From an optimization exercise on the open Yosys and OpenROAD flow, aimed at small area, a short achievable clock period and few clock cycles per item; shortcuts taken in it are not production practice. Function was checked by simulation only, so behaviour that the tests miss may differ from the original. Power is estimated from default activity; no workload was simulated.

==> flow/config.mk <==
export PLATFORM = sky130hd
export DESIGN_NAME = qvlc_enc
export DESIGN_NICKNAME = qvlc_enc
export VERILOG_FILES = /design/flow/design.v
export SDC_FILE = /design/flow/constraint.sdc
export NUM_CORES = 4
export LEC_CHECK = 0
export CAP_MARGIN = 20
export CORE_MARGIN = 2
export CORE_UTILIZATION = 40
export SLEW_MARGIN = 20
==> flow/constraint.sdc <==
create_clock -name core_clock -period 9.0 [get_ports {clk}]
set_input_delay 1.8000 -clock core_clock [delete_from_list [all_inputs] [get_ports {clk}]]
set_output_delay 1.8000 -clock core_clock [all_outputs]
set_load 0.01 [all_outputs]
==> flow/design.v <==
module qvlc_enc (
    input  wire        clk,
    input  wire        rst,         
    input  wire        in_valid,
    output wire        in_ready,
    input  wire [15:0] in_coef,     
    input  wire [3:0]  in_qno,      
    input  wire [1:0]  in_cls,      
    input  wire        in_mode,     
    output wire        out_valid,
    input  wire        out_ready,
    output wire [15:0] out_val,     
    output wire [4:0]  out_len,     
    output wire        out_last,    
    output wire        out_err,     
    output wire [11:0] out_bits     
);
    localparam S_LOAD = 2'd0;
    localparam S_ENC  = 2'd1;
    localparam S_ERR  = 2'd2;
    reg  [1:0] state;
    reg  [5:0] in_idx;             
    reg  [3:0] qno;
    reg  [1:0] cls;
    reg        mode;
    reg        err;
    reg  [5:0] err_idx;
    reg  [7:0] amp_mem [1:63];
    reg        neg_mem [1:63];
    reg  [6:0] idx;                
    reg  [5:0] run;
    reg        half;               
    reg [11:0] total;
    function [3:0] shift_tab(input [3:0] q, input [1:0] z);
        reg [15:0] row;            
        begin
            case (q)
                4'd0,  4'd1:  row = {4'd4, 4'd4, 4'd3, 4'd3};
                4'd2,  4'd3:  row = {4'd4, 4'd3, 4'd3, 4'd2};
                4'd4,  4'd5:  row = {4'd3, 4'd3, 4'd2, 4'd2};
                4'd6,  4'd7:  row = {4'd3, 4'd2, 4'd2, 4'd1};
                4'd8,  4'd9:  row = {4'd2, 4'd2, 4'd1, 4'd1};
                4'd10, 4'd11: row = {4'd2, 4'd1, 4'd1, 4'd0};
                4'd12, 4'd13: row = {4'd1, 4'd1, 4'd0, 4'd0};
                4'd14:        row = {4'd1, 4'd0, 4'd0, 4'd0};
                default:      row = {4'd0, 4'd0, 4'd0, 4'd0};
            endcase
            shift_tab = row[z*4 +: 4];
        end
    endfunction
    wire        is_dc    = (in_idx == 6'd0);
    wire [3:0]  cur_qno  = is_dc ? in_qno  : qno;
    wire [1:0]  cur_cls  = is_dc ? in_cls  : cls;
    wire        cur_mode = is_dc ? in_mode : mode;
    wire [1:0]  zone     = cur_mode ? in_idx[1:0] : in_idx[5:4];
    wire [4:0]  sh       = {1'b0, shift_tab(cur_qno, zone)} + {4'd0, cur_cls == 2'd3};
    wire        x_neg    = in_coef[15];
    wire [16:0] x_mag    = x_neg ? (17'd0 - {in_coef[15], in_coef}) : {1'b0, in_coef};
    wire [16:0] q_mag    = x_mag >> sh;    
    wire        q_big    = (q_mag > 17'd255);
    wire in_fire = in_valid && in_ready;
    wire [7:0] c_amp = amp_mem[idx[5:0]];
    wire       c_neg = neg_mem[idx[5:0]];
    wire       c_zero = (c_amp == 8'd0);
    function in_table(input [5:0] r, input [7:0] a);
        in_table = (r == 6'd0 && a <= 8'd3) ||
                   (r == 6'd1 && a == 8'd1) ||
                   (r == 6'd2 && a == 8'd1);
    endfunction
    function [20:0] tok(input [5:0] r, input [7:0] a, input s);
        reg [15:0] v;
        reg [4:0]  l;
        begin
            if (r == 6'd0 && a == 8'd0) begin v = 16'h007C; l = 5'd7; end
            else if (r == 6'd0 && a == 8'd1) begin v = {14'd0, 1'b0, s};       l = 5'd3; end
            else if (r == 6'd0 && a == 8'd2) begin v = {12'd0, 3'b010, s};     l = 5'd4; end
            else if (r == 6'd0 && a == 8'd3) begin v = {11'd0, 4'b1000, s};    l = 5'd5; end
            else if (r == 6'd1 && a == 8'd1) begin v = {11'd0, 4'b0111, s};    l = 5'd5; end
            else if (r == 6'd2 && a == 8'd1) begin v = {10'd0, 5'b10100, s};   l = 5'd6; end
            else if (a == 8'd0)              begin v = {3'd0, 7'b1111110, r};  l = 5'd13; end
            else                             begin v = {7'b1111111, a, s};     l = 5'd16; end
            tok = {l, v};
        end
    endfunction
    wire        is_eob    = (idx == 7'd64);
    wire        need_split = !in_table(run, c_amp) && (run != 6'd0);
    wire [20:0] t_first   = tok(run - 6'd1, 8'd0, 1'b0);
    wire [20:0] t_whole   = tok(half ? 6'd0 : run, c_amp, c_neg);
    wire        emit_first = need_split && !half;
    wire [20:0] t_sel     = is_eob     ? {5'd4, 16'h0006} :
                            emit_first ? t_first : t_whole;
    assign in_ready  = (state == S_LOAD);
    assign out_valid = (state == S_ERR) || (state == S_ENC && (is_eob || !c_zero));
    assign out_err   = (state == S_ERR);
    assign out_last  = (state == S_ERR) || is_eob;
    assign out_val   = (state == S_ERR) ? {10'd0, err_idx} : t_sel[15:0];
    assign out_len   = (state == S_ERR) ? 5'd0 : t_sel[20:16];
    assign out_bits  = (state == S_ERR) ? 12'd0 : total + {7'd0, t_sel[20:16]};
    wire out_fire = out_valid && out_ready;
    always @(posedge clk) begin
        if (rst) begin
            state  <= S_LOAD;
            in_idx <= 6'd0;
            err    <= 1'b0;
            idx    <= 7'd1;
            run    <= 6'd0;
            half   <= 1'b0;
            total  <= 12'd0;
        end else begin
            case (state)
                S_LOAD: if (in_fire) begin
                    in_idx <= in_idx + 6'd1;
                    if (is_dc) begin
                        qno  <= in_qno;
                        cls  <= in_cls;
                        mode <= in_mode;
                        err  <= 1'b0;
                    end else if (q_big && !err) begin
                        err     <= 1'b1;
                        err_idx <= in_idx;
                    end
                    if (in_idx == 6'd63) begin
                        state <= (err || q_big) ? S_ERR : S_ENC;
                        idx   <= 7'd1;
                        run   <= 6'd0;
                        half  <= 1'b0;
                        total <= 12'd0;
                    end
                end
                S_ENC: begin
                    if (is_eob) begin
                        if (out_ready) state <= S_LOAD;
                    end else if (c_zero) begin
                        idx <= idx + 7'd1;
                        run <= run + 6'd1;
                    end else if (out_ready) begin
                        total <= total + {7'd0, t_sel[20:16]};
                        if (emit_first) begin
                            half <= 1'b1;
                        end else begin
                            half <= 1'b0;
                            run  <= 6'd0;
                            idx  <= idx + 7'd1;
                        end
                    end
                end
                S_ERR: if (out_ready) state <= S_LOAD;
                default: state <= S_LOAD;
            endcase
        end
    end
    always @(posedge clk) begin
        if (state == S_LOAD && in_fire && !is_dc) begin
            amp_mem[in_idx] <= q_mag[7:0];
            neg_mem[in_idx] <= x_neg && (q_mag != 17'd0);
        end
    end
endmodule
==> flow/run.sh <==
#!/bin/bash
# synth_recipe.tcl (not shown) runs the flow's synth.tcl, then flattens the netlist and writes it again
# the make line also repeats each setting of config.mk as NAME=value (left out here)
make -C /OpenROAD-flow-scripts/flow DESIGN_CONFIG=/design/flow/config.mk WORK_HOME=/design/flow/orfs CLKGATE_MAP_FILE= SYNTH_SCRIPT=/design/flow/synth_recipe.tcl finish
==> summary.txt <==
==> routing by layer <==
layer,global-route usage,vias up
met4,0.0599,0
met1,0.271,8093
met2,0.304,559
met3,0.0412,128
li1,-,6889
met5,0,-
==> state kept, by name (all words and copies together), names as in the netlist, named ones only <==
signal,cells
half,1
amp_mem,504
neg_mem,63
cls,2
idx,7
err_idx,6
qno,4
mode,1
total,12
run,6
state,2
err,1
in_idx,6
==> area by class of cell <==
class | count | area, um2 | share of cell area
Sequential cell | 621 | 18200 | 0.590
Timing Repair Buffer | 113 | 1070 | 0.0347
Clock buffer | 84 | 1790 | 0.0579
Inverter | 32 | 120 | 0.00388
Multi-Input combinational cell | 946 | 8270 | 0.267
Clock inverter | 33 | 325 | 0.0105
Tap cell | 873 | 1090 | 0.0353
==> cells by family after synthesis <==
group,Yosys count,synth area share
adders and majority gates,26,0.0122
and+or+nand+nor,381,0.0688
muxes,248,0.144
DFF,621,0.670
buffers and inverters,134,0.0291
AOI/OAI and AO/OA,257,0.0645
xor gates and xnor gates,34,0.0109
==> metrics by stage <==
step,util,std cells
2_1_floorplan,-,1701
3_3_place_gp,0.427,2581
3_5_place_dp,0.427,2582
4_1_cts,0.458,2699
5_1_grt,0.460,2702
6_report,0.460,2702
==> power groups by stage <==
stage,Sequential (uW),Combinational (uW),Clock (uW)
CTS,3590,812,2720
global route,3590,873,2840
detailed placement,3650,813,0
floorplan,3660,422,0
finish,3590,808,2680
global placement,3650,780,0
==> repair_timing <==
action / 4_1_cts / 5_1_grt
buffers inserted: 0 / 2
resized for setup: 0 / 6
endpoints found under the setup margin: 0 / 6
==> worst max path at each step <==
| stage | from | end | slack [ps] | cells after the start |
|---|---|---|---|---|
| 6_report | flop | out_bits[11] | 460 | 22 |
| 5_1_grt | flop | out_bits[11] | -10 | 22 |
| 4_1_cts | flop | out_bits[10] | 70 | 21 |
| 3_5_place_dp | flop | out_bits[10] | 740 | 21 |
| 3_3_place_gp | flop | out_bits[10] | 760 | 21 |
| 2_1_floorplan | in_mode | neg_mem[10] | 930 | 19 |
==> critical path, cell delays in order, from the launching register on <==
cell and delay (ps):
dfxtp_4 530, buf_12 320, buf_4 240, mux4_2 510, mux2i_1 270, o211a_1 310
o22ai_1 200, and4bb_1 380, nand4_1 190, a22o_1 310, a211oi_1 410, nor3_2 110
ha_1 300, a21o_1 160, a21oi_1 220, o21bai_1 90, a21oi_1 330, nor2_1 150
nand3_1 190, nor2_1 100, xnor2_1 130, nor2_1 100, clkdlybuf4s50_1 560
==> cell usage in the layout, fill, tap and decap left out, types with 8 or more instances in the layout <==
| cell | synthesis | final |
|---|---|---|
| or3_1 | 17 | 17 |
| nand2b_1 | 9 | 9 |
| ha_1 | 25 | 25 |
| o211ai_1 | 8 | 8 |
| inv_1 | 28 | 28 |
| or2_2 | 9 | 9 |
| o22ai_1 | 17 | 17 |
| clkdlybuf4s50_1 | 0 | 63 |
| xor2_1 | 18 | 18 |
| mux4_2 | 88 | 88 |
| dfxtp_1 | 41 | 38 |
| buf_4 | 18 | 44 |
| or4_1 | 8 | 8 |
| clkbuf_1 | 42 | 13 |
| mux4_1 | 20 | 20 |
| xnor2_1 | 16 | 16 |
| a22oi_1 | 14 | 14 |
| o31ai_1 | 9 | 8 |
| nand3_1 | 32 | 31 |
| a211oi_1 | 16 | 16 |
| clkinv_1 | 3 | 16 |
| edfxtp_1 | 580 | 580 |
| mux2_2 | 14 | 14 |
| nor3_1 | 18 | 17 |
| nor2b_1 | 17 | 17 |
| and2_1 | 13 | 13 |
| nor2_1 | 138 | 133 |
| nand2_1 | 81 | 81 |
| mux2i_1 | 126 | 125 |
| a21oi_1 | 62 | 62 |
| clkbuf_16 | 0 | 68 |
| o21ai_0 | 48 | 47 |
==> qor.yml <==
status: "no timing/DRC/antenna violations"
p_sw_uw: 1750
grtUsageTotal: 0.194
dp_hpwl_mm: 42.9
insertion_delay_ps: 600
fin_nets: 1833
period_share: 0.949
antennaDiodeCount: 0
via_per_inst: 5.80
min_path_type: "reg -> reg"
synth_seq_cells: 621
routed.top_layer: "met4"
vias: 15669
reg2reg_depth: 23
grt.overflow.total: 0
cts_root_buf: "clkbuf_16"
worstSetupStartpointType: "flop"
routedLengthMet1_mm: 30.0
drt_wl_total_mm: 68.5
power_density_mw_per_mm2: 229
grt_pass1_vias: 15336
start_util: 0.405
timing.fmax_mhz: 117
netlist_area_mm2: 0.0272
hold_start: "total[3]"
setup-violations-final: 0
slew_viol_final: 0
r2r_end: "neg_mem[12]"
drc: 0
leakage_uw: 0.0102
setup_tns_ps: 0
synth.largest_area_cell: "edfxtp_1"
slew_headroom: 0.242
power_frac_comb: 0.114
holdWs_ps: 458
clockBufferDepth: 3
cts-htree-levels: 3
dr_wl_met3_mm: 4.68
io_buffers: 63
worstMarginPinSlew_ps: 1130
cp-end-kind: "output pin"
netlist_instances: 1701
synth_top_flop_cell: "edfxtp_1"
dieArea_mm2: 0.0701
min_to: "total[3]"
timing.final.ws_setup_ps: 460
p_seq_frac: 0.507
synth_seq_area_share: 0.670
grt_first_pass_wirelength_mm: 101
ctsHoldBuffers: 0
wire_per_inst_um: 25.3
die_x_um: 265
cp.required_ps: 7200
met2_length_mm: 31.9
grt_max_degree: 64
swShare: 0.247
skew_ps: 22.2
synthTopCellsByArea: "edfxtp_1 (64%), mux4_2 (7.3%), mux2i_1 (4.6%)"
cts_buffers: 66
boundaryPins: 64
gp_congestion: 0.890
clkSlewWorstSetupHoldPaths_ps: 60
placed_area_mm2: 0.0287
syn_area_per_cell_um2: 16.0
yosysMostFrequentCell: "edfxtp_1"
crit_type: "reg -> out"
min_period_ps: 8540
p_clk_frac: 0.379
clock_sinks: 621
r2r_setup_slack_ps: 1900
finalHoldViolCount: 0
vdd_drop_max_mv: 0.362
drt_iter0_drc: 1702
pre_cts_slack_ps: 744
ys_top_cells_by_count: "edfxtp_1 (580), nor2_1 (138), mux2i_1 (126)"
cap_violations: 0
r2r_start: "in_idx[0]"
finalPower_uw: 7080
coreArea_mm2: 0.0673
drive_gt1_frac: 0.160
netlist.area_leader.share: 0.640
die_h_um: 265
route.antenna.remaining_nets: 0
antenna_found_initial: 0
design_area_mm2: 0.0309
rows: 95
intPower_uw: 5330
yosys_warnings: 1
fillers: 5786
synth_cell_type_count: 89
dr.pass1.iters: 7
async_flop_share: 0
syn_nets: 1754
crit_fanout: 33
crit_arrival_ps: 6740
synth-edff-count: 580
syn_to_final_growth_pct: 13.6
hold_path_depth: 2
cts_tree: "yes"
Testbench counts, summed over its fixed seeds: cycles 43,320, blocks 320.

[what the ideal ports hide]
No port has a modelled driver above. Below, the same layout with a new extraction and two added sets of constraints. Step 1: set_driving_cell puts a clkbuf_16 on clk and a buf_2 on each other input, an assumption about the parent block. Step 2, shift: input delay + t, output delay - t, t = (earliest + latest rising clock arrival at the registers) / 2. This alone moves slack from input paths to output paths. a / b / c = ideal / step 1 / step 2; a / b = the first two.
t (ns): 0.653
setup slack, ns: 0.460 / 0.401 / 1.053
clock arrival spread, ns: 0.023 / 0.023
worst slew at a driven data input, ns: 0.05
After both steps setup and hold are still met in this run. For this run, drivers alone change the setup slack by -0.059 ns; drivers and shift together by +0.593 ns.
